Background: an optimization exercise with open tools, aiming at small area, a short achievable clock period and few clock cycles. Do not read the settings as production practice. The RTL was checked by simulation tests, not by an equivalence proof against the original design. Power is estimated from default activity; no workload was simulated.

[flow/design.v]
module xpfe (
    input             clk,
    input             rst,
    input      [4:0]  cfg_nh,
    input      [127:0] cfg_ids,
    input             in_valid,
    output            in_ready,
    input             in_kind,
    input      [31:0] in_data,
    output reg        tx_valid,
    input             tx_ready,
    output reg [7:0]  tx_data,
    output reg        tx_last,
    input             tx_err,
    output reg        res_valid,
    input             res_ready,
    output reg [2:0]  res_code,
    output reg        ev_valid,
    input             ev_ready,
    output reg [2:0]  ev_kind,
    output     [3:0]  ev_handle,
    output reg [3:0]  ev_reg,
    output     [7:0]  ev_id,
    output     [7:0]  ev_status,
    output reg [15:0] ev_a,
    output     [15:0] ev_b
);
    localparam [15:0] C4 = 16'h0E28;    
    localparam integer R  = 4;          
    function [15:0] crc_step;
        input [15:0] acc;
        input [7:0]  b;
        reg   [15:0] t;
        integer k;
        begin
            t = {acc[15:8] ^ b, 8'h00};
            for (k = 0; k < 8; k = k + 1)
                t = t[15] ? ((t << 1) ^ 16'h8005) : (t << 1);
            crc_step = {acc[7:0], 8'h00} ^ t;
        end
    endfunction
    function [1:0] kmp_next;
        input [1:0] s;
        input [7:0] b;
        begin
            case (s)
                2'd0: kmp_next = (b == 8'hFF) ? 2'd1 : 2'd0;
                2'd1: kmp_next = (b == 8'hFF) ? 2'd2 : 2'd0;
                2'd2: kmp_next = (b == 8'hFD) ? 2'd3 : (b == 8'hFF) ? 2'd2 : 2'd0;
                default: kmp_next = (b == 8'hFF) ? 2'd1 : 2'd0;
            endcase
        end
    endfunction
    function [7:0] reg_addr;
        input [3:0] r;
        begin
            case (r)
                4'd0:  reg_addr = 8'h19;
                4'd1:  reg_addr = 8'h1E;
                4'd2:  reg_addr = 8'h25;
                4'd3:  reg_addr = 8'h20;
                4'd4:  reg_addr = 8'h27;
                4'd5:  reg_addr = 8'h18;
                4'd6:  reg_addr = 8'h0B;
                4'd7:  reg_addr = 8'h29;
                4'd8:  reg_addr = 8'h2D;
                4'd9:  reg_addr = 8'h2E;
                4'd10: reg_addr = 8'h1D;
                4'd11: reg_addr = 8'h1C;
                4'd12: reg_addr = 8'h1B;
                default: reg_addr = 8'h00;
            endcase
        end
    endfunction
    function reg_wide;
        input [3:0] r;
        begin
            reg_wide = (r == 4'd1) || (r == 4'd2) || (r == 4'd3) ||
                       (r == 4'd4) || (r == 4'd7);
        end
    endfunction
    integer i;
    reg        rdy;            
    reg        iv, ik;         
    reg [2:0]  icode;          
    reg [3:0]  ih, ireg;
    reg [15:0] idat;
    reg        al;             
    reg [3:0]  n;              
    reg [1:0]  kmp;            
    reg [1:0]  ikmp;           
    reg        iseen;          
    reg [15:0] rcrc;
    reg [7:0]  b4, b5, b6, b7, b8, b9, b10;    
    reg [7:0]  bc0, bc1;       
    reg        L4, L5, L6;     
    reg        rep;            
    reg [3:0]  rp, rend;
    reg        xL4, xL5;       
    reg [7:0]  rpr;            
    reg        hhit;
    reg [3:0]  hidx;
    reg [3:0]  pend [0:15];
    reg [24:0] q0, q1;         
    reg        qv0, qv1;
    reg [2:0]  rq [0:R-1];     
    reg [R-1:0] rqv;
    assign in_ready = rdy;
    wire [7:0]  c_op  = in_data[31:24];
    wire [3:0]  c_h   = in_data[23:20];
    wire [3:0]  c_reg = in_data[19:16];
    wire        c_rd  = (c_op == 8'h02);
    reg  [15:0] id254;
    always @(*)
        for (i = 0; i < 16; i = i + 1)
            id254[i] = (cfg_ids[i*8 +: 8] == 8'd254);
    reg  [2:0]  c_code;
    always @(*) begin
        if (c_op != 8'h02 && c_op != 8'h03)   c_code = 3'd2;
        else if ({1'b0, c_h} >= cfg_nh)       c_code = 3'd3;
        else if (c_reg > 4'd12)               c_code = 3'd4;
        else if (c_rd && id254[c_h])          c_code = 3'd5;
        else                                  c_code = {2'b00, c_rd};
    end
    wire        i_frame = (icode[2:1] == 2'b00);
    wire        i_rd    = icode[0];
    wire ev_hold = ev_valid && (al || kmp == 2'd3);    
    wire cmd_ok  = !qv1 && !rqv[R-1];
    wire rx_ok   = !rep && !ev_hold;
    wire take    = iv && (ik ? cmd_ok : rx_ok);
    wire rx_in   = take && !ik;
    wire cmd_in  = take && ik;
    wire        rstep = rep && !ev_valid;
    wire [7:0]  ib    = idat[7:0];
    wire [7:0]  pb    = rep ? rpr : ib;
    wire        pstep = rx_in || rstep;
    wire [15:0] rL    = {b6, b5};
    wire        Lok   = L4 || L5 || L6;
    wire        inc   = !n[3] || (n == 4'd8) || (n == 4'd9 && !L4) || (n == 4'd10 && L6);
    wire        malf  = al && !rep && (n == 4'd10) && !Lok;
    wire        chk   = al && !rep && ((L4 && n == 4'd10) || (L5 && n == 4'd11) || (L6 && n == 4'd12));
    wire        crcok = (rcrc == {ib, bc0});
    wire        drop1 = malf || (chk && !crcok);
    wire        evnew = pstep && (malf || chk);
    wire        ifull = (ikmp == 2'd3) && (pb == 8'h00);
    wire        ifuli = (ikmp == 2'd3) && (ib == 8'h00);
    wire [1:0]  iknx  = kmp_next(ikmp, pb);
    wire [1:0]  iknxi = kmp_next(ikmp, ib);
    reg  [7:0]  rpb;
    always @(*) begin
        case (rp + 4'd1)
            4'd5:    rpb = b5;
            4'd6:    rpb = b6;
            4'd7:    rpb = b7;
            4'd8:    rpb = b8;
            4'd9:    rpb = xL4 ? bc0 : b9;
            4'd10:   rpb = xL4 ? bc1 : xL5 ? bc0 : b10;
            4'd11:   rpb = xL5 ? bc1 : bc0;
            default: rpb = bc1;
        endcase
    end
    reg        al_n, rep_n;
    reg [1:0]  kmp_n;
    always @(*) begin
        al_n  = al;
        kmp_n = kmp;
        rep_n = rep;
        if (rstep && rp == rend)
            rep_n = 1'b0;
        if (pstep) begin
            if (!al) begin
                if (kmp == 2'd3 && pb == 8'h00)
                    al_n = 1'b1;
                else
                    kmp_n = kmp_next(kmp, pb);
            end else if (drop1) begin
                al_n = 1'b0;
                if (iseen || ifuli) begin
                    kmp_n = 2'd0;
                    rep_n = 1'b1;
                end else begin
                    kmp_n = iknxi;
                end
            end else if (chk) begin
                al_n  = 1'b0;
                kmp_n = 2'd0;
            end
        end
        if (rst) begin
            al_n  = 1'b0;
            kmp_n = 2'd0;
            rep_n = 1'b0;
        end
    end
    reg        lk_hit;
    reg [3:0]  lk_idx;
    always @(*) begin
        lk_hit = 1'b0;
        lk_idx = 4'd0;
        for (i = 0; i < 16; i = i + 1) begin
            if ((i < cfg_nh) && (cfg_ids[i*8 +: 8] == b4)) begin
                lk_hit = 1'b1;
                lk_idx = lk_idx | i[3:0];
            end
        end
        if (b4 == 8'd254)
            lk_hit = 1'b0;
    end
    always @(posedge clk) begin
        hhit <= lk_hit;
        hidx <= lk_idx;
        L4   <= (rL == 16'd4);
        L5   <= (rL == 16'd5);
        L6   <= (rL == 16'd6);
        al   <= al_n;
        kmp  <= kmp_n;
        rep  <= rep_n;
        if (pstep && al) begin
            case (n)
                4'd4: b4 <= pb;
                4'd5: b5 <= pb;
                4'd6: b6 <= pb;
                4'd7: b7 <= pb;
                4'd8: b8 <= pb;
                4'd9: begin
                    if (L4) bc0 <= pb;
                    else    b9  <= pb;
                end
                4'd10: begin
                    if (L4)      bc1 <= pb;
                    else if (L5) bc0 <= pb;
                    b10 <= L5 ? 8'h00 : pb;
                end
                4'd11: begin
                    if (L5) bc1 <= pb;
                    else    bc0 <= pb;
                end
                default: bc1 <= pb;
            endcase
        end
        if (rstep) begin
            rp  <= rp + 4'd1;
            rpr <= rpb;
        end
        if (pstep) begin
            if (!al) begin
                if (kmp == 2'd3 && pb == 8'h00) begin
                    n     <= 4'd4;
                    rcrc  <= C4;
                    ikmp  <= 2'd0;
                    iseen <= 1'b0;
                end
            end else if (drop1) begin
                rp   <= 4'd4;
                rpr  <= b4;
                rend <= n;
                xL4  <= L4;
                xL5  <= L5;
            end else if (!chk) begin
                n <= n + 4'd1;
                if (inc)
                    rcrc <= crc_step(rcrc, pb);
                if (!iseen) begin
                    if (ifull)
                        iseen <= 1'b1;
                    else
                        ikmp <= iknx;
                end
            end
        end
    end
    wire evv_n = !rst && ((ev_valid && !ev_ready) || evnew);
    always @(posedge clk) begin
        ev_valid <= evv_n;
        if (evnew) begin
            ev_reg <= pend[hidx];
            if (malf) begin
                ev_kind <= 3'd2;
                ev_a    <= rL;
            end else if (!crcok) begin
                ev_kind <= 3'd3;
                ev_a    <= rcrc;
            end else if (!hhit) begin
                ev_kind <= 3'd4;
                ev_a    <= rL;
            end else begin
                ev_kind <= L4 ? 3'd0 : 3'd1;
                ev_a    <= {b10, b9};
            end
        end
    end
    assign ev_id     = b4;
    assign ev_status = b8;
    assign ev_handle = hidx;
    assign ev_b      = {bc1, bc0};
    always @(posedge clk) begin
        if (rst) begin
            for (i = 0; i < 16; i = i + 1)
                pend[i] <= 4'd15;
        end else if (cmd_in && i_frame && i_rd) begin
            pend[ih] <= ireg;
        end
    end
    wire        h_rd   = q0[24];
    wire [3:0]  h_reg  = q0[23:20];
    wire [3:0]  h_h    = q0[19:16];
    wire [15:0] h_val  = q0[15:0];
    wire        h_wide = reg_wide(h_reg);
    wire        h_l7   = h_rd || h_wide;
    wire [7:0]  h_id   = cfg_ids[h_h*8 +: 8];
    wire [7:0]  h_p2   = h_rd ? (h_wide ? 8'd2 : 8'd1) :
                         (h_reg == 4'd0) ? {5'd0, h_val[2:0]} : h_val[7:0];
    wire [7:0]  h_p3   = h_rd ? 8'h00 : h_val[15:8];
    reg        busy;
    reg [3:0]  tidx;           
    reg [15:0] tcrc;
    reg        t_fin;          
    reg        fdone, ferr;    
    wire        t_ld   = !tx_valid || tx_ready;
    wire        t_acc  = tx_valid && tx_ready;
    wire [15:0] t_cnx  = crc_step(tcrc, tx_data);
    wire        t_go   = t_ld && busy && !tx_last && !(t_fin && fdone);
    wire        t_new  = t_ld && (!busy || tx_last) && qv0;
    wire        q_pop  = t_go && t_fin;
    reg [7:0] t_byte;
    always @(*) begin
        case (tidx)
            4'd3:  t_byte = h_id;
            4'd4:  t_byte = h_l7 ? 8'd7 : 8'd6;
            4'd6:  t_byte = {7'd1, !h_rd};
            4'd7:  t_byte = reg_addr(h_reg);
            4'd9:  t_byte = h_p2;
            4'd10: t_byte = h_l7 ? h_p3 : t_cnx[7:0];
            4'd11: t_byte = h_l7 ? t_cnx[7:0] : tcrc[15:8];
            4'd12: t_byte = tcrc[15:8];
            4'd0:  t_byte = 8'hFF;
            4'd1:  t_byte = 8'hFD;
            default: t_byte = 8'h00;
        endcase
    end
    always @(posedge clk) begin
        if (rst) begin
            tx_valid <= 1'b0;
            busy     <= 1'b0;
        end else begin
            if (t_acc && (tidx[3:2] == 2'b01 || tidx[3:2] == 2'b10 || (tidx == 4'd11 && h_l7)))
                tcrc <= t_cnx;
            if (t_new) begin
                tx_valid <= 1'b1;
                tx_data  <= 8'hFF;
                tx_last  <= 1'b0;
                tidx     <= 4'd0;
                t_fin    <= 1'b0;
                busy     <= 1'b1;
                tcrc     <= C4;
            end else if (t_go) begin
                tx_valid <= 1'b1;
                tx_data  <= t_byte;
                tx_last  <= t_fin;
                tidx     <= tidx + 4'd1;
                t_fin    <= h_l7 ? (tidx == 4'd11) : (tidx == 4'd10);
            end else if (t_acc) begin
                tx_valid <= 1'b0;
                if (tx_last)
                    busy <= 1'b0;
            end
        end
    end
    wire [2:0] rh    = rq[0];
    wire       r_pop = rqv[0] && (!res_valid || res_ready) && (rh != 3'd0 || fdone);
    always @(posedge clk) begin
        if (rst) begin
            res_valid <= 1'b0;
            fdone     <= 1'b0;
        end else begin
            if (r_pop) begin
                res_valid <= 1'b1;
                res_code  <= (rh != 3'd0) ? rh : {2'b00, ferr};
                if (rh == 3'd0)
                    fdone <= 1'b0;
            end else if (res_ready) begin
                res_valid <= 1'b0;
            end
            if (t_acc && tx_last) begin
                fdone <= 1'b1;
                ferr  <= tx_err;
            end
        end
    end
    wire         q_push = cmd_in && i_frame;
    wire [24:0]  q_new  = {i_rd, ireg, ih, idat};
    wire [R-1:0] rvs    = r_pop ? {1'b0, rqv[R-1:1]} : rqv;    
    wire         qv0_n  = !rst && (q_push || (qv0 && !q_pop) || qv1);
    wire         qv1_n  = !rst && ((q_push && qv0 && !q_pop) || (qv1 && !q_pop));
    wire [R-1:0] rqv_n  = rst ? {R{1'b0}} : cmd_in ? {rvs[R-2:0], 1'b1} : rvs;
    always @(posedge clk) begin
        if (q_push && (!qv0 || q_pop))
            q0 <= q_new;
        else if (q_pop)
            q0 <= q1;
        if (q_push && qv0 && !q_pop)
            q1 <= q_new;
        for (i = 0; i < R; i = i + 1) begin
            if (cmd_in && !rvs[i] && (i == 0 || rvs[(i > 0) ? i - 1 : 0]))
                rq[i] <= i_frame ? 3'd0 : icode;
            else if (r_pop && i < R - 1)
                rq[i] <= rq[(i < R - 1) ? i + 1 : i];
        end
        qv0 <= qv0_n;
        qv1 <= qv1_n;
        rqv <= rqv_n;
    end
    wire iv_n = !rst && (rdy ? in_valid : iv);
    wire ik_n = rdy ? in_kind : ik;
    wire rdy_n = !iv_n || (ik_n ? (!qv1_n && !rqv_n[R-1])
                                : (!rep_n && !(evv_n && (al_n || kmp_n == 2'd3))));
    always @(posedge clk) begin
        iv  <= iv_n;
        ik  <= ik_n;
        rdy <= rdy_n;
        if (rdy) begin
            icode <= c_code;
            ih    <= c_h;
            ireg  <= c_reg;
            idat  <= in_data[15:0];
        end
    end
endmodule
[flow/flow/run.sh]
#!/bin/bash
# The standard layout, except that the port buffers are the platform's
# smallest buffer (buf_1) instead of the delay buffer buffer_ports picks.
# Each tool's output is kept under orfs/logs; make's own output goes to
# standard.log.
set -euo pipefail
export BUFFER_PORTS_ARGS="-buffer_cell sky130_fd_sc_hd__buf_1"
bash standard.sh > standard.log 2>&1
[flow/standard.sh]
#!/bin/bash
# synth_recipe.tcl (not shown) runs the flow's synth.tcl, then flattens the netlist and writes it again
# the make line also repeats each setting of config.mk as NAME=value (left out here)
make -C /OpenROAD-flow-scripts/flow DESIGN_CONFIG=/design/flow/config.mk WORK_HOME=/design/flow/orfs CLKGATE_MAP_FILE= SYNTH_SCRIPT=/design/flow/synth_recipe.tcl "${@:-finish}"
[flow/config.mk]
export PLATFORM = sky130hd
export DESIGN_NAME = xpfe
export DESIGN_NICKNAME = xpfe
export VERILOG_FILES = /design/flow/design.v
export SDC_FILE = /design/flow/constraint.sdc
export NUM_CORES = 4
export LEC_CHECK = 0
export CAP_MARGIN = 20
export CORE_MARGIN = 2
export CORE_UTILIZATION = 40
export SETUP_SLACK_MARGIN = 5
export SLEW_MARGIN = 20
[flow/constraint.sdc]
create_clock -name core_clock -period 8.0 [get_ports {clk}]
set_input_delay 1.6000 -clock core_clock [delete_from_list [all_inputs] [get_ports {clk}]]
set_output_delay 1.6000 -clock core_clock [all_outputs]
set_load 0.01 [all_outputs]
==> run notes, run 1 <==
Commonest non-fill, non-tap cells in the layout = 311 x edfxtp_1, 242 x buf_1, 102 x xnor2_1
GRT met3 Usage = 0.07143
Slowest CP cell = nor2_1
GRT overflow = 0
DP Worst Slack = 3.970 ns
Hold path cells = 0
Post-Route Setup TNS = 0 ns
GR peak layer = met2
Syn Std Cell Area = 19660 sq um
Ratio of cells with drive above 1 in the final layout = 0.1519
Most Frequent Cell on Critical Path = a211oi_1
Cells after Synth = 1625
Final Max Slew Viols = 0
Lkg Pwr = 7.240 nW
Least-Margin Pin Slew = 0.9733 ns
Die area = 50930 sq um
Die height = 225.7 um
Critical path type = in -> reg
Crit path largest cell delay = 0.43 ns
Top flop regs = pend x64, q0 x25, q1 x25
GR Util met1 = 0.3171
Crit-path cells = buf_1, nand4b_1, nor2_1, a211oi_1, a211oi_1, a311oi_1, a211o_1, a21oi_1
Number of fillers in the final layout = 4396
Clk root buf = clkbuf_16
Hold Path Sink = q1[8]$_DFFE_PP_
Total GRT Usage = 0.2605
Register area share after synthesis = 0.5199
Largest net degree at the start of global routing = 30
Final period util = 0.3818
GRT met2 Usage = 0.4369
Syn Nets = 1828
Dpl hpwl = 50.20 mm
# setup viols final = 0
Max VDD drop = 121.8 uV
Vias per cell = 5.855
Final critical-path required period = 3.054 ns
Max cap viols = 0
Max frequency = 327.4 MHz
Most common cell after layout, fill and taps aside = edfxtp_1
Synth-to-layout area growth = 17.33%
RSZ-0062 raised after global routing = yes
Final hold vios = 0
Reg2reg path depth = 9
Final Power = 4.154 mW
Post-synth EDFFs = 311
Max Buffers Root-to-Sink = 3
H-tree level count = 2
DR DRC count = 0
Pre-Repair DR Iteration Count = 8
Seq. cell area = 10230 sq um
Initial antenna violation count = 22
Core area = 48750 sq um
Clock Sinks = 355
Yosys warning count = 2
CTS tree = done
Status = complete, no violations
Clock latency (worst-skew pair) = 0.58 ns
Startpoint Class = input port
FF-to-FF Start = idat[1]$_DFFE_PP_
Syn avg cell area = 12.10 sq um
Post-route ant nets = 0
Final WL = 67.08 mm
Unique masters post-synth = 95
Hold_sp = idat[8]$_DFFE_PP_
Setup WS post-layout = 4.946 ns
Post-synthesis register bit count = 355
Initial Utilization = 0.4032
Routability Congestion = 0.9524
Rows = 81
Via count = 15040
Number of DRC markers in iteration 0 = 1390
Multi-input gate area = 9114 sq um
Vias in the first global route = 14880
Top FF cell, synth = edfxtp_1
Required time worst endpoint = 8.41 ns
Reg-to-Reg End = rpr[0]$_DFF_P_
Post-synth ARST share = 0
Clock slew at reported path FFs = 0.06 ns
Power Density = 180.1 nW/um^2
Reg with most FFs = pend
Number of port buffers = 247
Die width = 225.7 um
Critical Path Fanout Max = 3
R2R setup slack = 5.06 ns
Max-Slew Margin vs Limit = 0.3498
CP Data Arrival Time = 3.46 ns
Kind of end point of the critical path = flip-flop
Cts hold-fix bufs = 0
Clk_skew = 0.02927 ns
First-pass GRT wire length = 97.11 mm
Clock buffer count from CTS = 40
Largest register FFs = 64
WL/cell = 26.11 um
Hold crit path type = reg -> reg
IO Count = 248
Total Nets Final = 2069
## timing repair
action / in CTS / in global routing
pin swaps: 2 / 4
setup endpoints to repair: 155 / 94
gates resized for setup: 44 / 22
setup buffers: 7 / 9
cloned: 2 / 2
## cell families after synthesis
kind of cell,share of synthesized area
compound gates,0.09917
xor+xnor,0.09337
fa+ha+maj,0.01909
buf+inv,0.02941
flops,0.5199
mux,0.1023
simple gates,0.1368
## cell type report
cell class	count	area share
clock buffers	51	0.04877
inverters	45	0.007595
flip-flops and latches	355	0.4434
diodes	9	0.0009765
well taps	664	0.03602
clock inverters	21	0.007757
repair buffers	292	0.06032
multi-input cells	1132	0.3951
## per-stage QoR
step	cell area [sq um]	cells	hold slack (ns)	utilization
4_1_cts	22860	2549	0.4440	0.4690
3_3_place_gp	21330	2468	0.4405	0.4375
6_report	23060	2569	0.4423	0.4731
2_1_floorplan	19780	1625	0.4222	-
5_1_grt	23050	2564	0.4493	0.4729
3_5_place_dp	21330	2468	0.4296	0.4376
## critical path, delay by kind of cell
family	cells	cell delay, ns
and+or+nand+nor	2	0.56
buffers and inverters	1	0.22
AOI/OAI and AO/OA	5	1.06
## how the worst max path moves through the flow
stage | startpoint | to | cells past startpoint | slack, ns
final | cfg_ids[22] | icode[2]$_SDFFCE_PP0P_ | 8 | 4.95
after global routing | idat[1]$_DFFE_PP_ | rpr[1]$_DFF_P_ | 9 | 4.96
after CTS | rst | pend[0][0]$_SDFFCE_PN1P_ | 8 | 5.00
after detailed placement | tx_ready | flip-flop | 9 | 3.97
after global placement | tx_ready | flip-flop | 9 | 4.05
after floorplan | tx_ready | flip-flop | 9 | 4.73
## layer usage
| layer | vias up | routed length [um] | part of all wire |
|---|---|---|---|
| li1 | 6685 | - | - |
| met1 | 7486 | 25490 | 0.38 |
| met2 | 673 | 32500 | 0.48 |
| met3 | 171 | 6131 | 0.091 |
| met4 | 26 | 2817 | 0.042 |
| met5 | - | 138 | 0.0021 |
## synthesized netlist by cell type, types with 4 or more instances
master | n | share of area
a2111oi_0 | 4 | 0.0018
a211o_1 | 6 | 0.0027
a211oi_1 | 14 | 0.0053
a21o_1 | 5 | 0.0019
a21oi_1 | 60 | 0.015
a221o_1 | 14 | 0.0071
a221oi_1 | 11 | 0.0049
a22oi_1 | 24 | 0.0092
a31o_2 | 5 | 0.0022
a31oi_1 | 14 | 0.0045
and2_1 | 19 | 0.0060
and3_1 | 4 | 0.0013
buf_1 | 4 | 0.00076
buf_2 | 30 | 0.0076
clkbuf_1 | 60 | 0.011
dfxtp_1 | 44 | 0.045
edfxtp_1 | 311 | 0.48
ha_1 | 30 | 0.019
inv_1 | 44 | 0.0084
mux2_2 | 40 | 0.023
mux2i_1 | 9 | 0.0046
mux2i_2 | 4 | 0.0028
mux4_2 | 61 | 0.070
nand2_1 | 89 | 0.017
nand2b_1 | 26 | 0.0083
nand3_1 | 37 | 0.0094
nand4_1 | 39 | 0.012
nand4b_1 | 17 | 0.0076
nor2_1 | 99 | 0.019
nor2b_1 | 11 | 0.0035
nor3_1 | 36 | 0.0092
nor3b_1 | 6 | 0.0023
nor4_1 | 32 | 0.010
o211ai_1 | 11 | 0.0042
o21a_1 | 6 | 0.0023
o21ai_0 | 46 | 0.012
o21ai_1 | 9 | 0.0023
o311ai_0 | 4 | 0.0018
or2_1 | 35 | 0.011
or2_2 | 4 | 0.0013
or3_1 | 29 | 0.0092
xnor2_1 | 102 | 0.045
xor2_1 | 94 | 0.042
## where the power goes
part	internal (mW)	switching [mW]	leakage (nW)
registers	2.02	0.0306	3.06
logic	0.104	0.155	3.55
clock network	1.06	0.783	0.634
total	3.19	0.968	7.24
Testbench counts, summed over its fixed seeds: cycles 27,985.
==> run 2, diff against run 1 <==
--- a/flow/design.v
+++ b/flow/design.v
@@ -91,13 +91,16 @@
     reg [1:0]  ikmp;           
     reg        iseen;          
     reg [15:0] rcrc;
-    reg [7:0]  b4, b5, b6, b7, b8, b9, b10;    
+    reg [7:0]  b4, b5, b6, b8, b9, b10;    
     reg [7:0]  bc0, bc1;       
     reg        L4, L5, L6;     
+    reg [3:0]  ke;             
     reg        rep;            
-    reg [3:0]  rp, rend;
-    reg        xL4, xL5;       
+    reg [3:0]  rp;             
+    reg        xL4, xL5, xL6;  
     reg [7:0]  rpr;            
+    reg        rpv;            
+    reg        rlast_d;        
     reg        hhit;
     reg [3:0]  hidx;
     reg [3:0]  pend [0:15];
@@ -130,7 +133,7 @@
     wire take    = iv && (ik ? cmd_ok : rx_ok);
     wire rx_in   = take && !ik;
     wire cmd_in  = take && ik;
-    wire        rstep = rep && !ev_valid;
+    wire        rstep = rep && rpv && !ev_valid;
     wire [7:0]  ib    = idat[7:0];
     wire [7:0]  pb    = rep ? rpr : ib;
     wire        pstep = rx_in || rstep;
@@ -144,14 +147,10 @@
     wire        evnew = pstep && (malf || chk);
     wire        ifull = (ikmp == 2'd3) && (pb == 8'h00);
     wire        ifuli = (ikmp == 2'd3) && (ib == 8'h00);
-    wire [1:0]  iknx  = kmp_next(ikmp, pb);
-    wire [1:0]  iknxi = kmp_next(ikmp, ib);
+    wire        rlast = xL5 ? (rp == 4'd11) : xL6 ? (rp == 4'd12) : (rp == 4'd10);
     reg  [7:0]  rpb;
     always @(*) begin
-        case (rp + 4'd1)
-            4'd5:    rpb = b5;
-            4'd6:    rpb = b6;
-            4'd7:    rpb = b7;
+        case (rp)
             4'd8:    rpb = b8;
             4'd9:    rpb = xL4 ? bc0 : b9;
             4'd10:   rpb = xL4 ? bc1 : xL5 ? bc0 : b10;
@@ -159,32 +158,30 @@
             default: rpb = bc1;
         endcase
     end
+    wire        rfetch = rep && (!rpv || rstep) && !rlast_d;
     reg        al_n, rep_n;
     reg [1:0]  kmp_n;
     always @(*) begin
         al_n  = al;
         kmp_n = kmp;
         rep_n = rep;
-        if (rstep && rp == rend)
+        if (rep && (!rpv || rstep) && rlast_d)
             rep_n = 1'b0;
-        if (pstep) begin
-            if (!al) begin
-                if (kmp == 2'd3 && pb == 8'h00)
-                    al_n = 1'b1;
-                else
-                    kmp_n = kmp_next(kmp, pb);
-            end else if (drop1) begin
-                al_n = 1'b0;
-                if (iseen || ifuli) begin
-                    kmp_n = 2'd0;
-                    rep_n = 1'b1;
-                end else begin
-                    kmp_n = iknxi;
-                end
-            end else if (chk) begin
+        if (rx_in && !al) begin
+            if (kmp == 2'd3 && ib == 8'h00)
+                al_n = 1'b1;
+            else
+                kmp_n = kmp_next(kmp, ib);
+        end else if (rx_in && drop1) begin
+            if (iseen) begin
+                rep_n = 1'b1;
+            end else if (!ifuli) begin
                 al_n  = 1'b0;
-                kmp_n = 2'd0;
+                kmp_n = kmp_next(ikmp, ib);
             end
+        end else if (rx_in && chk) begin
+            al_n  = 1'b0;
+            kmp_n = 2'd0;
         end
         if (rst) begin
             al_n  = 1'b0;
@@ -220,7 +217,7 @@
                 4'd4: b4 <= pb;
                 4'd5: b5 <= pb;
                 4'd6: b6 <= pb;
-                4'd7: b7 <= pb;
+                4'd7: ;
                 4'd8: b8 <= pb;
                 4'd9: begin
                     if (L4) bc0 <= pb;
@@ -238,35 +235,40 @@
                 default: bc1 <= pb;
             endcase
         end
-        if (rstep) begin
-            rp  <= rp + 4'd1;
-            rpr <= rpb;
+        if (rfetch) begin
+            rpr     <= rpb;
+            rp      <= rp + 4'd1;
+            rlast_d <= rlast;
         end
+        if (rep)
+            rpv <= rfetch || (rpv && !rstep);
         if (pstep) begin
-            if (!al) begin
-                if (kmp == 2'd3 && pb == 8'h00) begin
-                    n     <= 4'd4;
-                    rcrc  <= C4;
-                    ikmp  <= 2'd0;
-                    iseen <= 1'b0;
-                end
-            end else if (drop1) begin
-                rp   <= 4'd4;
-                rpr  <= b4;
-                rend <= n;
-                xL4  <= L4;
-                xL5  <= L5;
-            end else if (!chk) begin
+            if (!al || (drop1 && (iseen || ifuli))) begin
+                n     <= 4'd4;
+                rcrc  <= C4;
+                ikmp  <= 2'd0;
+                iseen <= 1'b0;
+            end else if (!drop1 && !chk) begin
                 n <= n + 4'd1;
                 if (inc)
                     rcrc <= crc_step(rcrc, pb);
                 if (!iseen) begin
-                    if (ifull)
+                    if (ifull) begin
                         iseen <= 1'b1;
-                    else
-                        ikmp <= iknx;
+                        ke    <= n;
+                    end else begin
+                        ikmp <= kmp_next(ikmp, pb);
+                    end
                 end
             end
+            if (al && drop1) begin
+                rp      <= ke + 4'd1;
+                rpv     <= 1'b0;
+                rlast_d <= 1'b0;
+                xL4     <= L4;
+                xL5     <= L5;
+                xL6     <= L6;
+            end
         end
     end
     wire evv_n = !rst && ((ev_valid && !ev_ready) || evnew);
@@ -306,7 +308,9 @@
     wire [3:0]  h_h    = q0[19:16];
     wire [15:0] h_val  = q0[15:0];
     wire        h_wide = reg_wide(h_reg);
-    wire        h_l7   = h_rd || h_wide;
+    wire        q_l7   = h_rd || h_wide;
+    reg         t_l7;           
+    wire        h_l7   = t_l7;
     wire [7:0]  h_id   = cfg_ids[h_h*8 +: 8];
     wire [7:0]  h_p2   = h_rd ? (h_wide ? 8'd2 : 8'd1) :
                          (h_reg == 4'd0) ? {5'd0, h_val[2:0]} : h_val[7:0];
@@ -321,12 +325,12 @@
     wire [15:0] t_cnx  = crc_step(tcrc, tx_data);
     wire        t_go   = t_ld && busy && !tx_last && !(t_fin && fdone);
     wire        t_new  = t_ld && (!busy || tx_last) && qv0;
-    wire        q_pop  = t_go && t_fin;
+    wire        q_pop  = t_go && (t_l7 ? (tidx == 4'd10) : (tidx == 4'd9));
     reg [7:0] t_byte;
     always @(*) begin
         case (tidx)
             4'd3:  t_byte = h_id;
-            4'd4:  t_byte = h_l7 ? 8'd7 : 8'd6;
+            4'd4:  t_byte = t_l7 ? 8'd7 : 8'd6;
             4'd6:  t_byte = {7'd1, !h_rd};
             4'd7:  t_byte = reg_addr(h_reg);
             4'd9:  t_byte = h_p2;
@@ -351,6 +355,7 @@
                 tx_last  <= 1'b0;
                 tidx     <= 4'd0;
                 t_fin    <= 1'b0;
+                t_l7     <= q_l7;
                 busy     <= 1'b1;
                 tcrc     <= C4;
             end else if (t_go) begin
==> run 2 against run 1 <==
Net effect:
- final cell count is 3.6% lower
- fmax is 1.7% lower
- total power is 1.2% higher
- first-iteration DRC count is 7.9% lower
- clock-buffer cell count is 6 lower
- largest power group unchanged
- worst setup slack worse by 0.051 ns
- critical path type unchanged
- critical path depth is 1 higher
- synthesized area is 3.4% lower
- sequential share of layout area is 0.37 points higher
- via count is 3.4% lower
==> run notes, run 2 <==
Final hold vios = 0 (unchanged)
Syn Std Cell Area = 18980 sq um (-3.4%)
DR DRC count = 0 (unchanged)
Cells after Synth = 1561 (-3.9%)
Final critical-path required period = 3.106 ns (+0.05138 ns)
Post-Route Setup TNS = 0 ns (unchanged)
Clk_skew = 0.009408 ns (-0.01986 ns)
Die height = 221.8 um (-1.7%)
Rows = 79 (-2.5%)
Power Density = 184.8 nW/um^2 (+2.6%)
Post-synth ARST share = 0 (unchanged)
Register area share after synthesis = 0.5352 (+0.01534)
Max cap viols = 0 (unchanged)
Via count = 14530 (-3.4%)
Final Util = 0.4874 (+0.01428)
Total GRT Usage = 0.2398 (-0.02066)
Most common cell after layout, fill and taps aside = edfxtp_1
Max-Slew Margin vs Limit = 0.2893 (-0.06044)
Final Power = 4.203 mW (+1.2%)
Top flop regs = pend x64, q0 x25, q1 x25
Initial antenna violation count = 1 (-95%)
RSZ-0062 raised after global routing = yes
Ratio of cells with drive above 1 in the final layout = 0.1751 (+0.02315)
# setup viols final = 0 (unchanged)
Die area = 49210 sq um (-3.4%)
Core area = 46650 sq um (-4.3%)
Required time worst endpoint = 8.42 ns (about the same)
Routability Congestion = 0.9748 (+2.4%)
Clk root buf = clkbuf_16
Number of port buffers = 247 (unchanged)
GRT overflow = 0 (unchanged)
Critical path type = in -> reg
Hold_ws = 0.4519 ns (+0.009610 ns)
Least-Margin Pin Slew = 1.066 ns (+0.09266 ns)
Vias per cell = 5.870 (+0.26%)
WL/cell = 24.58 um (-5.9%)
Yosys top cell area share = 0.4952 (+0.02007)
Max frequency = 322.0 MHz (-1.7%)
DP Worst Slack = 3.926 ns (-0.04487 ns)
Synth-to-layout area growth = 19.80%
Clock Sinks = 351 (-1.1%)
Syn avg cell area = 12.16 sq um (+0.52%)
Synth top cells by count = 313 x edfxtp_1, 163 x nand2_1, 119 x xnor2_1
Kind of end point of the critical path = flip-flop
Largest cells by area after synthesis = edfxtp_1 50%, mux4_2 7.2%, xnor2_1 5.5%
Dpl hpwl = 44.13 mm (-12%)
Final period util = 0.3882 (+0.006422)
Lkg Pwr = 7.411 nW (+2.4%)
Post-synth EDFFs = 313 (+0.64%)
Final WL = 60.86 mm (-9.3%)
Largest register FFs = 64 (unchanged)
Top FF cell, synth = edfxtp_1
H-tree level count = 2 (unchanged)
Pre-Repair DR Iteration Count = 7 (-1)
Startpoint Class = input port
Initial Utilization = 0.4069 (+0.003611)
Commonest non-fill, non-tap cells in the layout = 313 x edfxtp_1, 240 x buf_1, 159 x nand2_1
Total Nets Final = 2045 (-1.2%)
CTS tree = done
Reg with most FFs = pend
First-pass GRT wire length = 89.76 mm (-7.6%)
Number of DRC markers in iteration 0 = 1280 (-7.9%)
Largest net degree at the start of global routing = 33 (+10%)
Unique masters post-synth = 81 (-15%)
Final Max Slew Viols = 0 (unchanged)
Post-route ant nets = 0 (unchanged)
Hold crit path type = reg -> reg
Count leader, synth = edfxtp_1
Setup WS post-layout = 4.894 ns (-0.05138 ns)
Clock buffer count from CTS = 38 (-5.0%)
Clock latency (worst-skew pair) = 0.53 ns (-0.05 ns)
CP Data Arrival Time = 3.52 ns (+0.06 ns)
IO Count = 248 (unchanged)
Max VDD drop = 147.9 uV (+21%)
Status = complete, no violations
Yosys warning count = 2 (unchanged)
Clock slew at reported path FFs = 0.06 ns (about the same)
Vias in the first global route = 14280 (-4.0%)
Syn Nets = 1765 (-3.4%)
Synth area leader = edfxtp_1
Die width = 221.8 um (-1.7%)
Critical Path Fanout Max = 4 (+1)
Max Buffers Root-to-Sink = 3 (unchanged)
Post-synthesis register bit count = 351 (-1.1%)
[run 2: changes by cell type after synthesis, sizes merged, moves of 10 or more]
cell / change
a21oi: -16
a221o: -14
clkbuf: -13
mux2: -23
nand2: +73
nand4: +10
nor2: -18
xnor2: +21
xor2: -23
[run 2: what timing repair did]
action                                 4_1_cts  5_1_grt
endpoints found under the hold margin        0        0
pin swaps                                    4        9
setup buffers                               24       22
resized for setup                           51       51
setup endpoints to repair                  252      154
hold buffers                                 0        0
cloned                                       2        4
[run 2: report_power, final]
group / switching, mW / total [mW] / internal, mW / leakage, nW
clock network: 0.710 / 1.86 / 1.15 / 0.644
logic: 0.180 / 0.304 / 0.124 / 3.74
registers: 0.0316 / 2.04 / 2.00 / 3.03
[run 2: kinds of logic (layout without fill, tap and decap cells)]
logic type | count (synthesis) | count (layout) | synth area share
adder cells (fa/ha/maj) | 31 | 31 | 0.02043
multiplexers | 100 | 100 | 0.09762
other | 0 | 1 | 0
AO/OA/AOI/OAI | 205 | 206 | 0.07191
buffers and inverters | 124 | 428 | 0.02801
XOR/XNOR | 199 | 199 | 0.09564
AND/OR/NAND/NOR | 551 | 553 | 0.1511
flip-flops | 351 | 351 | 0.5352
[run 2: worst paths after layout]
path	startpoint	depth (start not counted)	slack [ns]	to
max	tx_ready	9	4.89	flip-flop
min	idat[14]$_DFFE_PP_	0	0.45	q1[14]$_DFFE_PP_
max reg2reg	tidx[0]$_SDFFCE_PP0P_	10	5.12	flip-flop
min reg2reg	idat[14]$_DFFE_PP_	0	0.45	q1[14]$_DFFE_PP_
[run 2: layer usage]
metal / track usage / vias to the layer above / wire (um)
li1: - / 6420 / -
met1: 0.3201 / 7237 / 24930
met2: 0.3854 / 725 / 28360
met3: 0.05023 / 150 / 4929
met4: 0.09024 / 2 / 2632
met5: 0 / - / 8
[run 2: final cells by class]
class	instances	area [sq um]
flip-flops and latches	351	10170
well taps	607	759.5
fillers	4207	23910
clock buffers	45	1041
repair buffers	318	1652
multi-input cells	1089	8667
inverters	43	167.7
clock inverters	22	284.0
diodes	1	2.502
[run 2: per-stage QoR]
stage	instances	cell area [sq um]
finish	2476	22740
global route	2475	22740
CTS	2449	22380
detailed placement	2356	20580
global placement	2356	20580
floorplan	1561	19120
[run 2: worst max-delay path, cell delays in order]
cell,delay (ns)
buf_8,0.07
nand2b_4,0.12
and3b_4,0.23
and2_4,0.20
mux2_4,0.30
mux2_4,0.31
ha_4,0.18
mux2_4,0.25
mux2_4,0.25
Testbench counts of run 2, summed over its fixed seeds: cycles 27,773.
==> run 3, diff against run 2 <==
--- a/flow/design.v
+++ b/flow/design.v
@@ -323,9 +323,10 @@
     wire        t_ld   = !tx_valid || tx_ready;
     wire        t_acc  = tx_valid && tx_ready;
     wire [15:0] t_cnx  = crc_step(tcrc, tx_data);
-    wire        t_go   = t_ld && busy && !tx_last && !(t_fin && fdone);
-    wire        t_new  = t_ld && (!busy || tx_last) && qv0;
-    wire        q_pop  = t_go && (t_l7 ? (tidx == 4'd10) : (tidx == 4'd9));
+    wire        go_e   = busy && !tx_last && !(t_fin && fdone);    
+    wire        new_e  = (!busy || tx_last) && qv0;                
+    wire        pop_e  = go_e && (t_l7 ? (tidx == 4'd10) : (tidx == 4'd9));
+    wire        q_pop  = t_ld && pop_e;    
     reg [7:0] t_byte;
     always @(*) begin
         case (tidx)
@@ -346,28 +347,27 @@
         if (rst) begin
             tx_valid <= 1'b0;
             busy     <= 1'b0;
-        end else begin
-            if (t_acc && (tidx[3:2] == 2'b01 || tidx[3:2] == 2'b10 || (tidx == 4'd11 && h_l7)))
-                tcrc <= t_cnx;
-            if (t_new) begin
-                tx_valid <= 1'b1;
-                tx_data  <= 8'hFF;
-                tx_last  <= 1'b0;
-                tidx     <= 4'd0;
-                t_fin    <= 1'b0;
-                t_l7     <= q_l7;
-                busy     <= 1'b1;
-                tcrc     <= C4;
-            end else if (t_go) begin
-                tx_valid <= 1'b1;
-                tx_data  <= t_byte;
-                tx_last  <= t_fin;
-                tidx     <= tidx + 4'd1;
-                t_fin    <= h_l7 ? (tidx == 4'd11) : (tidx == 4'd10);
-            end else if (t_acc) begin
-                tx_valid <= 1'b0;
-                if (tx_last)
+        end else if (t_ld) begin
+            tx_valid <= new_e || go_e;
+            if (new_e) begin
+                tx_data <= 8'hFF;
+                tx_last <= 1'b0;
+                tidx    <= 4'd0;
+                t_fin   <= 1'b0;
+                t_l7    <= q_l7;
+                busy    <= 1'b1;
+                tcrc    <= C4;
+            end else begin
+                if (tx_valid && (tidx[3:2] == 2'b01 || tidx[3:2] == 2'b10 || (tidx == 4'd11 && h_l7)))
+                    tcrc <= t_cnx;
+                if (go_e) begin
+                    tx_data <= t_byte;
+                    tx_last <= t_fin;
+                    tidx    <= tidx + 4'd1;
+                    t_fin   <= h_l7 ? (tidx == 4'd11) : (tidx == 4'd10);
+                end else if (tx_valid && tx_last) begin
                     busy <= 1'b0;
+                end
             end
         end
     end
@@ -396,7 +396,7 @@
     wire [24:0]  q_new  = {i_rd, ireg, ih, idat};
     wire [R-1:0] rvs    = r_pop ? {1'b0, rqv[R-1:1]} : rqv;    
     wire         qv0_n  = !rst && (q_push || (qv0 && !q_pop) || qv1);
-    wire         qv1_n  = !rst && ((q_push && qv0 && !q_pop) || (qv1 && !q_pop));
+    wire         qv1_n  = !rst && !q_pop && (qv1 || (q_push && qv0));
     wire [R-1:0] rqv_n  = rst ? {R{1'b0}} : cmd_in ? {rvs[R-2:0], 1'b1} : rvs;
     always @(posedge clk) begin
         if (q_push && (!qv0 || q_pop))
--- a/flow/config.mk
+++ b/flow/config.mk
@@ -8,5 +8,7 @@
 export CAP_MARGIN = 20
 export CORE_MARGIN = 2
 export CORE_UTILIZATION = 40
+export CTS_CLUSTER_DIAMETER = 100
+export CTS_CLUSTER_SIZE = 25
 export SETUP_SLACK_MARGIN = 5
 export SLEW_MARGIN = 20
==> run 3 against run 2 <==
Net effect:
- critical path depth down 1
- final cell count decreased by 2.9%
- die area increased by 0.44%
- largest cell class unchanged
- via count down 5.1%
- critical path type unchanged
- flip-flop and latch count unchanged
==> run notes, run 3 <==
Synth area leader = edfxtp_1
Commonest non-fill, non-tap cells in the layout = 313 x edfxtp_1, 243 x buf_1, 126 x xnor2_1
CP Data Arrival Time = 3.38 ns (-0.14 ns)
Power Density = 154.0 nW/um^2 (-17%)
Clock Sinks = 351 (unchanged)
Via count = 13800 (-5.1%)
Ratio of cells with drive above 1 in the final layout = 0.1569 (-0.01819)
Critical path type = in -> reg
Worst path bufs/invs = 1 (unchanged)
Total GRT Usage = 0.2255 (-0.01433)
Most Frequent Cell on Critical Path = o21ai_0
Least-Margin Pin Slew = 0.9937 ns (-0.07231 ns)
Int Power = 2.546 mW (-22%)
RSZ-0062 raised after global routing = yes
Initial antenna violation count = 4 (+3)
Crit-path cells = buf_1, nand4b_1, o21ai_0, o21ai_0, a211oi_1, a311oi_1, a211o_1, a21oi_1
Kind of end point of the critical path = flip-flop
Count leader, synth = edfxtp_1
Final hold vios = 0 (unchanged)
Post-synthesis register bit count = 351 (unchanged)
Pre-Repair DR Iteration Count = 6 (-1)
Core area = 47350 sq um (+1.5%)
GRT overflow = 0 (unchanged)
Post-route ant nets = 0 (unchanged)
Max VDD drop = 121.8 uV (-18%)
Hold crit path type = reg -> reg
Number of DRC markers in iteration 0 = 1370 (+7.0%)
Final Util = 0.4568 (-0.03066)
Critical Path Fanout Max = 3 (-1)
Post-synth ARST share = 0 (unchanged)
Max frequency = 335.1 MHz (+4.1%)
Register area share after synthesis = 0.5328 (-0.002388)
Required time worst endpoint = 8.40 ns (-0.02 ns)
Yosys top cell area share = 0.4929 (-0.002209)
Unique masters post-synth = 78 (-3.7%)
Final Power = 3.330 mW (-21%)
Max cap viols = 0 (unchanged)
Routability Congestion = 0.9450 (-3.1%)
Vias in the first global route = 13620 (-4.6%)
Clk pwr share = 0.309 (-0.134)
Sequential share of power = 0.610 (+0.125)
Top flop regs = pend x64, q0 x25, q1 x25
Post-synth EDFFs = 313 (unchanged)
Largest cells by area after synthesis = edfxtp_1 49%, mux4_2 7.2%, xnor2_1 5.8%
Final Max Slew Viols = 0 (unchanged)
Max-Slew Margin vs Limit = 0.3375 (+0.04821)
CTS tree = done
Slowest CP cell = a211oi_1
Clk root buf = clkbuf_16
DR DRC count = 0 (unchanged)
Lkg Pwr = 6.685 nW (-9.8%)
Dpl hpwl = 42.21 mm (-4.4%)
Reg2reg path depth = 8 (-2)
Max Buffers Root-to-Sink = 3 (unchanged)
Die height = 222.3 um (+0.22%)
Rows = 80 (+1.3%)
Final WL = 56.93 mm (-6.5%)
Placed Cells = 2353 (-0.13%)
IO Count = 248 (unchanged)
# setup viols final = 0 (unchanged)
Sw Share = 0.2354 (+0.01619)
Synth-to-layout area growth = 13.42%
Status = complete, no violations
Comb power frac = 0.081 (+0.009)
Syn Nets = 1745 (-1.1%)
Crit path depth = 8 (-1)
Reg with most FFs = pend
Number of port buffers = 247 (unchanged)
Synth top cells by count = 313 x edfxtp_1, 126 x xnor2_1, 104 x nand2_1
Initial Utilization = 0.4027 (-0.004138)
Finished Layout Cells = 2404 (-2.9%)
Largest register FFs = 64 (unchanged)
Final period util = 0.3731 (-0.01513)
Hold path cells = 0 (unchanged)
Post-Route Setup TNS = 0 ns (unchanged)
Delay-heaviest family, CP = compound AO/OA/AOI/OAI gates
Clock slew at reported path FFs = 0.11 ns (+0.05 ns)
WL/cell = 23.68 um (-3.6%)
Largest net degree at the start of global routing = 33 (unchanged)
First-pass GRT wire length = 85.64 mm (-4.6%)
Crit path largest cell delay = 0.46 ns (+0.15 ns)
Vias per cell = 5.738 (-2.2%)
Clk_skew = 0.03319 ns (+0.02378 ns)
Yosys warning count = 2 (unchanged)
Top FF cell, synth = edfxtp_1
Die area = 49430 sq um (+0.44%)
Final critical-path required period = 2.985 ns (-0.1210 ns)
H-tree level count = 1 (-1)
Clock buffer count from CTS = 18 (-53%)
Startpoint Class = input port
Syn Std Cell Area = 19070 sq um (+0.45%)
Syn avg cell area = 12.38 sq um (+1.8%)
P_sw = 783.7 uW (-15%)
Clock latency (worst-skew pair) = 0.55 ns (+0.02 ns)
Most common cell after layout, fill and taps aside = edfxtp_1
Die width = 222.3 um (+0.22%)
Hold_ws = 0.4634 ns (+0.01151 ns)
Total Nets Final = 1978 (-3.3%)
Cells after Synth = 1540 (-1.3%)
[run 3: cell types whose count changed in the layout (fill, tap and decap cells not counted), sizes merged, moves of 8 or more]
cell	before	now
clkbuf	49	31
nand2b	18	29
inv	43	52
clkinv	13	2
nand2	163	105
xnor2	125	133
or2	33	57
mux2	20	39
or3	29	10
buf	312	280
[run 3: per-layer routing]
layer | vias to the layer above | GRT usage | wire [um]
met5 | - | 0 | 0
met2 | 526 | 0.3698 | 26990
li1 | 6246 | - | -
met1 | 6949 | 0.3185 | 25150
met3 | 74 | 0.02777 | 3501
met4 | 0 | 0.05780 | 1289
[run 3: power groups by stage]
stage          clock, mW  combinational [mW]  sequential (mW)
5_1_grt             1.12               0.290             2.03
4_1_cts             1.06               0.266             2.03
2_1_floorplan          0               0.155             2.06
6_report            1.03               0.271             2.03
3_3_place_gp           0               0.258             2.07
3_5_place_dp           0               0.262             2.07
[run 3: per-stage QoR]
stage | cell area [sq um] | worst slack [ns]
after floorplan | 19230 | 4.472
after global placement | 20750 | 3.614
after detailed placement | 20750 | 3.497
after CTS | 21460 | 5.002
after global routing | 21630 | 4.926
final | 21630 | 5.015
[run 3: timing repair]
action,4_1_cts,5_1_grt
endpoints found under the setup margin,75,81
cloned,1,1
pin swaps,4,3
gates resized for setup,25,24
setup buffers,6,7
hold buffers,0,0
[run 3: final timing paths]
| kind | startpoint | endpoint | slack, ns |
|---|---|---|---|
| max | cfg_ids[27] | icode[2]$_SDFFCE_PP0P_ | 5.02 |
| min | idat[15]$_DFFE_PP_ | q1[15]$_DFFE_PP_ | 0.46 |
| max reg2reg | idat[3]$_DFFE_PP_ | rdy$_DFF_P_ | 5.13 |
| min reg2reg | idat[15]$_DFFE_PP_ | q1[15]$_DFFE_PP_ | 0.46 |
[run 3: cell type report]
| class | instances | area, sq um |
|---|---|---|
| well taps | 615 | 769.5 |
| multi-input cells | 1068 | 8640 |
| clock inverters | 4 | 42.54 |
| inverters | 50 | 200.2 |
| flip-flops and latches | 351 | 10160 |
| diodes | 4 | 10.01 |
| fillers | 4367 | 25720 |
| clock buffers | 28 | 488.0 |
| repair buffers | 284 | 1311 |
[run 3: kinds of logic after synthesis]
kind of cell             Yosys count  synth area share
buffers and inverters            123           0.02664
multiplexers                     120            0.1081
flip-flops                       351            0.5328
AO/OA/AOI/OAI                    203           0.07199
adder cells (fa/ha/maj)           32           0.02100
AND/OR/NAND/NOR                  512            0.1452
XOR/XNOR                         199           0.09417
Testbench counts of run 3, summed over its fixed seeds: cycles 27,773.
==> run 4, diff against run 3 <==
--- a/flow/design.v
+++ b/flow/design.v
@@ -19,10 +19,10 @@
     input             ev_ready,
     output reg [2:0]  ev_kind,
     output     [3:0]  ev_handle,
-    output reg [3:0]  ev_reg,
+    output     [3:0]  ev_reg,
     output     [7:0]  ev_id,
     output     [7:0]  ev_status,
-    output reg [15:0] ev_a,
+    output     [15:0] ev_a,
     output     [15:0] ev_b
 );
     localparam [15:0] C4 = 16'h0E28;    
@@ -212,6 +212,14 @@
         al   <= al_n;
         kmp  <= kmp_n;
         rep  <= rep_n;
+        if (evnew && !malf && !crcok) begin
+            b5 <= rcrc[7:0];
+            b6 <= rcrc[15:8];
+        end else if (evnew && !malf && hhit && !L4) begin
+            b5 <= b9;
+            b6 <= b10;
+            b9 <= {4'd0, pend[hidx]};
+        end
         if (pstep && al) begin
             case (n)
                 4'd4: b4 <= pb;
@@ -275,26 +283,19 @@
     always @(posedge clk) begin
         ev_valid <= evv_n;
         if (evnew) begin
-            ev_reg <= pend[hidx];
-            if (malf) begin
-                ev_kind <= 3'd2;
-                ev_a    <= rL;
-            end else if (!crcok) begin
-                ev_kind <= 3'd3;
-                ev_a    <= rcrc;
-            end else if (!hhit) begin
-                ev_kind <= 3'd4;
-                ev_a    <= rL;
-            end else begin
-                ev_kind <= L4 ? 3'd0 : 3'd1;
-                ev_a    <= {b10, b9};
-            end
+            if (malf)           ev_kind <= 3'd2;
+            else if (!crcok)    ev_kind <= 3'd3;
+            else if (!hhit)     ev_kind <= 3'd4;
+            else if (L4)        ev_kind <= 3'd0;
+            else                ev_kind <= 3'd1;
         end
     end
     assign ev_id     = b4;
     assign ev_status = b8;
     assign ev_handle = hidx;
     assign ev_b      = {bc1, bc0};
+    assign ev_a      = {b6, b5};
+    assign ev_reg    = b9[3:0];
     always @(posedge clk) begin
         if (rst) begin
             for (i = 0; i < 16; i = i + 1)
==> run 4 against run 3 <==
Net effect:
- flip-flop and latch count is 20 lower
- hold slack better by 0.0076 ns
- clock power is 7% lower
- synthesized area is 3.6% lower
- synthesized cell count is 2.7% higher
- total power is 5.2% lower
- critical endpoint is now tx_data[0]$_SDFFCE_PP1P_
- highest routed layer is now met5
==> run notes, run 4 <==
Final Max Slew Viols = 0 (unchanged)
Design Area, Final = 20920 sq um (-3.3%)
Number of port buffers = 247 (unchanged)
Largest net degree at the start of global routing = 33 (unchanged)
Clock Sinks = 331 (-5.7%)
Yosys warning count = 2 (unchanged)
Via count = 13950 (+1.1%)
Initial Utilization = 0.4051 (+0.002406)
Die area = 47690 sq um (-3.5%)
Clock buffer count from CTS = 17 (-1)
FF-to-FF Start = rep$_DFF_P_
Reg-to-Reg End = rcrc[15]$_SDFFCE_PN0P_
Placed cell area = 20020 sq um (-3.5%)
Startpoint Class = input port
Max Buffers Root-to-Sink = 3 (unchanged)
Largest register FFs = 64 (unchanged)
Clk root buf = clkbuf_16
Max frequency = 335.9 MHz (+0.25%)
Vias in the first global route = 13750 (+0.97%)
Delay-heaviest family, CP = multiplexers
Least-Margin Pin Slew = 1.129 ns (+0.1354 ns)
Crit. Startpoint = cfg_ids[112]
Setup WS post-layout = 5.023 ns (+0.007400 ns)
Most Frequent Cell on Critical Path = mux4_2
Yosys top cell area share = 0.4394 (-0.05358)
Final period util = 0.3721 (-0.0009250)
Number of fillers in the final layout = 4307 (-1.4%)
Unique masters post-synth = 80 (+2.6%)
Syn avg cell area = 11.62 sq um (-6.1%)
H-tree level count = 1 (unchanged)
Die height = 218.4 um (-1.8%)
Worst path bufs/invs = 1 (unchanged)
Count leader, synth = edfxtp_1
Hold crit path type = reg -> reg
Post-synthesis register bit count = 331 (-5.7%)
R2R setup slack = 5.13 ns (about the same)
WL/cell = 24.33 um (+2.7%)
Critical Path Fanout Max = 3 (unchanged)
Crit-path cells = buf_1, mux4_2, mux4_2, a31oi_4, o21ai_0
Clock latency (worst-skew pair) = 0.52 ns (-0.03 ns)
Cells after Synth = 1582 (+2.7%)
Total GRT Usage = 0.2410 (+0.01552)
Hold path cells = 0 (unchanged)
RSZ-0062 raised after global routing = yes
Dpl hpwl = 44.75 mm (+6.0%)
Pre-Repair DR Iteration Count = 7 (+1)
GRT overflow = 0 (unchanged)
Clk_skew = 0.02247 ns (-0.01072 ns)
Most common cell after layout, fill and taps aside = edfxtp_1
Post-Route Setup TNS = 0 ns (unchanged)
Initial antenna violation count = 5 (+1)
Synth-to-layout area growth = 13.77%
Core area = 45380 sq um (-4.1%)
Crit path depth = 5 (-3)
Top FF cell, synth = edfxtp_1
Kind of end point of the critical path = flip-flop
Crit path largest cell delay = 0.62 ns (+0.16 ns)
CTS tree = done
Rows = 78 (-2.5%)
Commonest non-fill, non-tap cells in the layout = 269 x edfxtp_1, 242 x buf_1, 164 x nand2_1
IO Count = 248 (unchanged)
Clock slew at reported path FFs = 0.10 ns (about the same)
Routability Congestion = 0.9792 (+3.6%)
Final WL = 58.75 mm (+3.2%)
Critical path type = in -> reg
# setup viols final = 0 (unchanged)
Status = complete, no violations
Syn Nets = 1786 (+2.3%)
Ratio of cells with drive above 1 in the final layout = 0.1439 (-0.01298)
Number of DRC markers in iteration 0 = 1310 (-4.4%)
Post-synth EDFFs = 269 (-14%)
DR DRC count = 0 (unchanged)
Reg with most FFs = pend
Register area share after synthesis = 0.5069 (-0.02597)
Synth top cells by count = 269 x edfxtp_1, 169 x nand2_1, 120 x xnor2_1
Post-route ant nets = 0 (unchanged)
Post-synth ARST share = 0 (unchanged)
Die width = 218.4 um (-1.8%)
Max-Slew Margin vs Limit = 0.2456 (-0.09191)
Top flop regs = pend x64, q0 x25, q1 x25
Syn Std Cell Area = 18390 sq um (-3.6%)
Max VDD drop = 122.0 uV (+0.17%)
Total Nets Final = 2009 (+1.6%)
Largest cells by area after synthesis = edfxtp_1 44%, mux4_2 7.5%, dfxtp_1 6.8%
Required time worst endpoint = 8.27 ns (-0.13 ns)
DP Worst Slack = 4.002 ns (+0.5055 ns)
Lkg Pwr = 6.513 nW (-2.6%)
Reg2reg path depth = 7 (-1)
Max cap viols = 0 (unchanged)
Worst setup path endpoint = tx_data[0]$_SDFFCE_PP1P_
CP Data Arrival Time = 3.24 ns (-0.14 ns)
Power Density = 150.9 nW/um^2 (-2.0%)
Synth area leader = edfxtp_1
Final hold vios = 0 (unchanged)
First-pass GRT wire length = 86.47 mm (+0.98%)
Vias per cell = 5.776 (+0.66%)
Final critical-path required period = 2.977 ns (-0.007400 ns)
Slowest CP cell = mux4_2
==> run 4: changes by cell type after synthesis, sizes merged, moves of 10 or more <==
cell and change:
nor3 -13, a22oi -15, o21ai +15, mux2 -10, clkbuf +13, dfxtp +24, o22ai +18, edfxtp -44
and3 +12, or2 -26, nand2 +66, or3 +19
==> run 4: how the worst min path moves through the flow <==
| stage | end | slack [ns] | from |
|---|---|---|---|
| 2_1_floorplan | q1[1]$_DFFE_PP_ | 0.42 | idat[1]$_DFFE_PP_ |
| 3_3_place_gp | q1[14]$_DFFE_PP_ | 0.45 | idat[14]$_DFFE_PP_ |
| 3_5_place_dp | q1[12]$_DFFE_PP_ | 0.45 | idat[12]$_DFFE_PP_ |
| 4_1_cts | q1[12]$_DFFE_PP_ | 0.47 | idat[12]$_DFFE_PP_ |
| 5_1_grt | q1[14]$_DFFE_PP_ | 0.50 | idat[14]$_DFFE_PP_ |
| 6_report | q1[12]$_DFFE_PP_ | 0.47 | idat[12]$_DFFE_PP_ |
==> run 4: cell families (layout without fill, tap and decap cells) <==
kind of cell,count (synthesis),in the layout,synth area share
AO/OA/AOI/OAI,216,217,0.07561
AND/OR/NAND/NOR,565,566,0.1600
XOR/XNOR,199,199,0.09990
multiplexers,109,109,0.1069
other,0,1,0
buffers and inverters,131,361,0.02960
adder cells (fa/ha/maj),31,31,0.02110
flip-flops,331,331,0.5069
==> run 4: worst reg2reg max path, stage by stage (launching register included) <==
cell,delay [ns]
dfxtp_2,0.71
mux2i_4,0.55
xnor2_2,0.15
xnor2_1,0.30
xor3_2,0.54
xnor2_2,0.20
xnor2_1,0.13
nor2_1,0.05
==> run 4: per-stage QoR <==
step | util | instances | hold slack, ns | total power, mW
after floorplan | - | 1582 | 0.4206 | 2.097
after global placement | 0.4411 | 2360 | 0.4486 | 2.226
after detailed placement | 0.4411 | 2360 | 0.4499 | 2.231
after CTS | 0.4557 | 2398 | 0.4746 | 3.171
after global routing | 0.4608 | 2414 | 0.4959 | 3.256
final | 0.4609 | 2415 | 0.4710 | 3.157
==> run 4: where the power goes <==
group | total (mW) | internal [mW] | switching (mW) | leakage (nW)
Clock | 0.958 | 0.407 | 0.551 | 0.231
Combinational | 0.291 | 0.119 | 0.172 | 3.46
Sequential | 1.91 | 1.87 | 0.0378 | 2.82
==> run 4: what timing repair did <==
item / CTS / global route
hold buffers: 0 / 0
setup endpoints to repair: 250 / 80
pin swaps: 1 / 7
setup buffers: 10 / 14
gates cloned: 0 / 2
gates resized for setup: 26 / 26
==> run 4: cell type report <==
type | instances | area [sq um] | share of cell area
sequential | 331 | 9325 | 0.4458
multi-input combinational | 1122 | 8881 | 0.4246
timing repair buffer | 289 | 1295 | 0.06191
tap | 600 | 750.7 | 0.03589
clock buffer | 26 | 459.2 | 0.02195
inverter | 44 | 177.7 | 0.008494
clock inverter | 2 | 25.02 | 0.001196
antenna | 1 | 2.502 | 0.0001196
==> run 4: per-layer routing <==
layer  vias to the layer above  track usage  share of wire
met2                       616       0.3966           0.47
met3                       125      0.03981          0.078
met1                      6876       0.3198           0.41
met5                         -            0        0.00078
li1                       6327            -              -
met4                         6      0.08934          0.040
Testbench counts of run 4, summed over its fixed seeds: cycles 27,773.
==> run 5, diff against run 4 <==
--- a/flow/config.mk
+++ b/flow/config.mk
@@ -7,7 +7,7 @@
 export LEC_CHECK = 0
 export CAP_MARGIN = 20
 export CORE_MARGIN = 2
-export CORE_UTILIZATION = 40
+export CORE_UTILIZATION = 60
 export CTS_CLUSTER_DIAMETER = 100
 export CTS_CLUSTER_SIZE = 25
 export SETUP_SLACK_MARGIN = 5
==> run 5 against run 4 <==
Net effect:
- worst setup slack improved by 0.024 ns
- design area decreased by 1.4%
- fmax increased by 0.83%
- still clean on timing, DRC and antenna
- critical path type unchanged
==> run notes, run 5 <==
Status = complete, no violations
Placed cell area = 19740 sq um (-1.4%)
Final WL = 53.42 mm (-9.1%)
Cells after Synth = 1582 (unchanged)
Max-Slew Margin vs Limit = 0.2806 (+0.03496)
Clock Sinks = 331 (unchanged)
Reg2reg path depth = 7 (unchanged)
Largest net degree at the start of global routing = 33 (unchanged)
Largest cells by area after synthesis = edfxtp_1 44%, mux4_2 7.5%, dfxtp_1 6.8%
Hold crit path type = reg -> reg
Startpoint Class = input port
RSZ-0062 raised after global routing = no
Final period util = 0.3691 (-0.003050)
Synth area leader = edfxtp_1
Comb power frac = 0.089 (-0.003)
Number of port buffers = 247 (unchanged)
Final hold vios = 0 (unchanged)
Final critical-path required period = 2.953 ns (-0.02440 ns)
Post-route ant nets = 0 (unchanged)
Pre-Repair DR Iteration Count = 5 (-2)
GRT overflow = 0 (unchanged)
Die width = 179.1 um (-18%)
Hold_ws = 0.4555 ns (-0.01542 ns)
WL/cell = 24.16 um (-0.68%)
Vias per cell = 6.374 (+10%)
Post-synth EDFFs = 269 (unchanged)
Count leader, synth = edfxtp_1
Clock slew at reported path FFs = 0.10 ns (about the same)
Kind of end point of the critical path = flip-flop
Number of DRC markers in iteration 0 = 1273 (-2.8%)
P_sw = 748.5 uW (-1.6%)
Required time worst endpoint = 8.42 ns (+0.15 ns)
H-tree level count = 1 (unchanged)
Max cap viols = 0 (unchanged)
Crit path depth = 11 (+6)
IO Count = 248 (unchanged)
Final Power = 3.151 mW (-0.18%)
Syn Std Cell Area = 18390 sq um (unchanged)
Sw Share = 0.2375 (-0.003407)
Clock latency (worst-skew pair) = 0.52 ns (about the same)
Design Area, Final = 20620 sq um (-1.4%)
Total GRT Usage = 0.3322 (+0.09117)
Clock buffer count from CTS = 17 (unchanged)
Via count = 14090 (+1.0%)
Yosys top cell area share = 0.4394 (unchanged)
CTS tree = done
Max Buffers Root-to-Sink = 3 (unchanged)
Ratio of cells with drive above 1 in the final layout = 0.1401 (-0.003782)
DR DRC count = 0 (unchanged)
Max frequency = 338.7 MHz (+0.83%)
Worst path bufs/invs = 3 (+2)
Top flop regs = pend x64, q0 x25, q1 x25
Die area = 32060 sq um (-33%)
Power Density = 152.8 nW/um^2 (+1.3%)
Critical path type = in -> reg
R2R setup slack = 5.10 ns (-0.03 ns)
Register area share after synthesis = 0.5069 (unchanged)
Sequential share of power = 0.605 (about the same)
Hold path cells = 0 (unchanged)
Yosys warning count = 2 (unchanged)
Die height = 179.1 um (-18%)
Most common cell after layout, fill and taps aside = edfxtp_1
Unique masters post-synth = 80 (unchanged)
Largest register FFs = 64 (unchanged)
Synth-to-layout area growth = 12.15%
Lkg Pwr = 6.502 nW (-0.17%)
Clk pwr share = 0.305 (+0.002)
Int Power = 2.403 mW (+0.27%)
Slowest CP cell = mux2_4
Syn Nets = 1786 (unchanged)
Commonest non-fill, non-tap cells in the layout = 269 x edfxtp_1, 243 x buf_1, 166 x nand2_1
Total Nets Final = 2006 (-0.15%)
Initial Utilization = 0.6058 (+0.2007)
Rows = 64 (-18%)
Syn avg cell area = 11.62 sq um (unchanged)
Critical Path Fanout Max = 5 (+2)
Final Util = 0.6794 (+0.2185)
Top FF cell, synth = edfxtp_1
Vias in the first global route = 13640 (-0.76%)
Post-Route Setup TNS = 0 ns (unchanged)
Clk_skew = 0.02288 ns (+0.0004123 ns)
Max VDD drop = 126.1 uV (+3.4%)
Final Max Slew Viols = 0 (unchanged)
Least-Margin Pin Slew = 1.079 ns (-0.05000 ns)
Crit path largest cell delay = 0.26 ns (-0.36 ns)
CP Data Arrival Time = 3.37 ns (+0.13 ns)
Crit-path cells = clkbuf_2, nand2b_4, nand2_8, o21ai_4, and2_4, buf_4, o21ai_4, inv_2, ha_4, mux2_4, mux2_4
Dpl hpwl = 39.98 mm (-11%)
Post-synthesis register bit count = 331 (unchanged)
Post-synth ARST share = 0 (unchanged)
First-pass GRT wire length = 79.87 mm (-7.6%)
# setup viols final = 0 (unchanged)
Synth top cells by count = 269 x edfxtp_1, 169 x nand2_1, 120 x xnor2_1
Delay-heaviest family, CP = multiplexers
Initial antenna violation count = 4 (-1)
Clk root buf = clkbuf_16
Core area = 30350 sq um (-33%)
Routability Congestion = 0.9751 (-0.42%)
Reg with most FFs = pend
-- run 5: power groups by stage --
stage	Combinational, mW	Clock [mW]	Sequential, mW
after CTS	0.274	0.971	1.91
after global routing	0.301	1.03	1.91
after floorplan	0.170	0	1.93
after global placement	0.266	0	1.95
after detailed placement	0.270	0	1.95
final	0.282	0.962	1.91
-- run 5: routing by layer --
| layer | vias to the layer above | track usage | wire length (um) | part of all wire |
|---|---|---|---|---|
| met2 | 713 | 0.5590 | 26320 | 0.49 |
| li1 | 6338 | - | - | - |
| met3 | 118 | 0.04644 | 4190 | 0.078 |
| met5 | - | 0 | 16 | 0.00030 |
| met4 | 2 | 0.1070 | 1877 | 0.035 |
| met1 | 6922 | 0.4465 | 21020 | 0.39 |
-- run 5: logic make-up (layout without fill, tap and decap cells) --
logic type,Yosys count,in the layout,synth area share
adders and majority gates,31,31,0.02110
other,0,2,0
buffers and inverters,131,361,0.02960
AOI/OAI and AO/OA,216,217,0.07561
and+or+nand+nor,565,565,0.1600
xor gates and xnor gates,199,199,0.09990
DFF,331,331,0.5069
muxes,109,109,0.1069
-- run 5: timing repair --
| action | in CTS | in global routing |
|---|---|---|
| hold buffers | 0 | 0 |
| cloned | 1 | 0 |
| resized for setup | 19 | 23 |
| pin swaps | 1 | 7 |
| setup buffers | 11 | 14 |
| setup endpoints to repair | 245 | 93 |
-- run 5: path summary, 6_finish.rpt --
| check | to | startpoint |
|---|---|---|
| worst min-delay path | q1[15]$_DFFE_PP_ | idat[15]$_DFFE_PP_ |
| worst max-delay path | flip-flop | tx_ready |
| worst max register to register | rcrc[15]$_SDFFCE_PN0P_ | rep$_DFF_P_ |
| worst min register to register | q1[15]$_DFFE_PP_ | idat[15]$_DFFE_PP_ |
-- run 5: per-stage QoR --
stage | std cells | worst slack [ns]
floorplan | 1582 | 4.725
global placement | 2153 | 4.135
detailed placement | 2153 | 4.040
CTS | 2195 | 5.000
global route | 2211 | 4.990
finish | 2211 | 5.047
-- run 5: area by class of cell --
| type | instances | area [sq um] |
|---|---|---|
| clock inverter | 3 | 33.78 |
| multi-input combinational | 1121 | 8864 |
| fill | 2350 | 9731 |
| sequential | 331 | 9329 |
| clock buffer | 27 | 462.9 |
| timing repair buffer | 287 | 1256 |
| tap | 396 | 495.5 |
| inverter | 44 | 172.7 |
| antenna | 2 | 5.005 |

[separate check: timing with driven ports]
No port has a modelled driver above. Below, the same layouts with a new extraction and two added sets of constraints.
Step 1, drivers: a clkbuf_16 drives clk and a buf_2 each remaining input, both assumed.
Step 2 adds t to the input delays and takes it off the output delays; t is the mean of the earliest and latest rising clock arrival at the registers after step 1. Input paths then give back, and output paths get back, about the clock's delay inside the block.
a / b / c = ideal ports / drivers / drivers and shift; a / b = the first two.
| run | shift t [ns] | setup slack, ns | worst data-port slew with drivers (ns) |
|---|---|---|---|
| run 1 | 0.617 | 4.946 / 4.970 / 4.354 | 0.13 |
| run 2 | 0.579 | 4.894 / 4.885 / 4.307 | 0.09 |
| run 3 | 0.587 | 5.015 / 4.999 / 4.439 | 0.08 |
| run 4 | 0.562 | 5.023 / 5.005 / 4.483 | 0.09 |
| run 5 | 0.562 | 5.047 / 5.028 / 4.505 | 0.08 |
After both steps setup and hold are still met in every run listed. The setup slack of run 1, which loses most, moves by +0.024 ns with the drivers and by -0.592 ns with both steps.
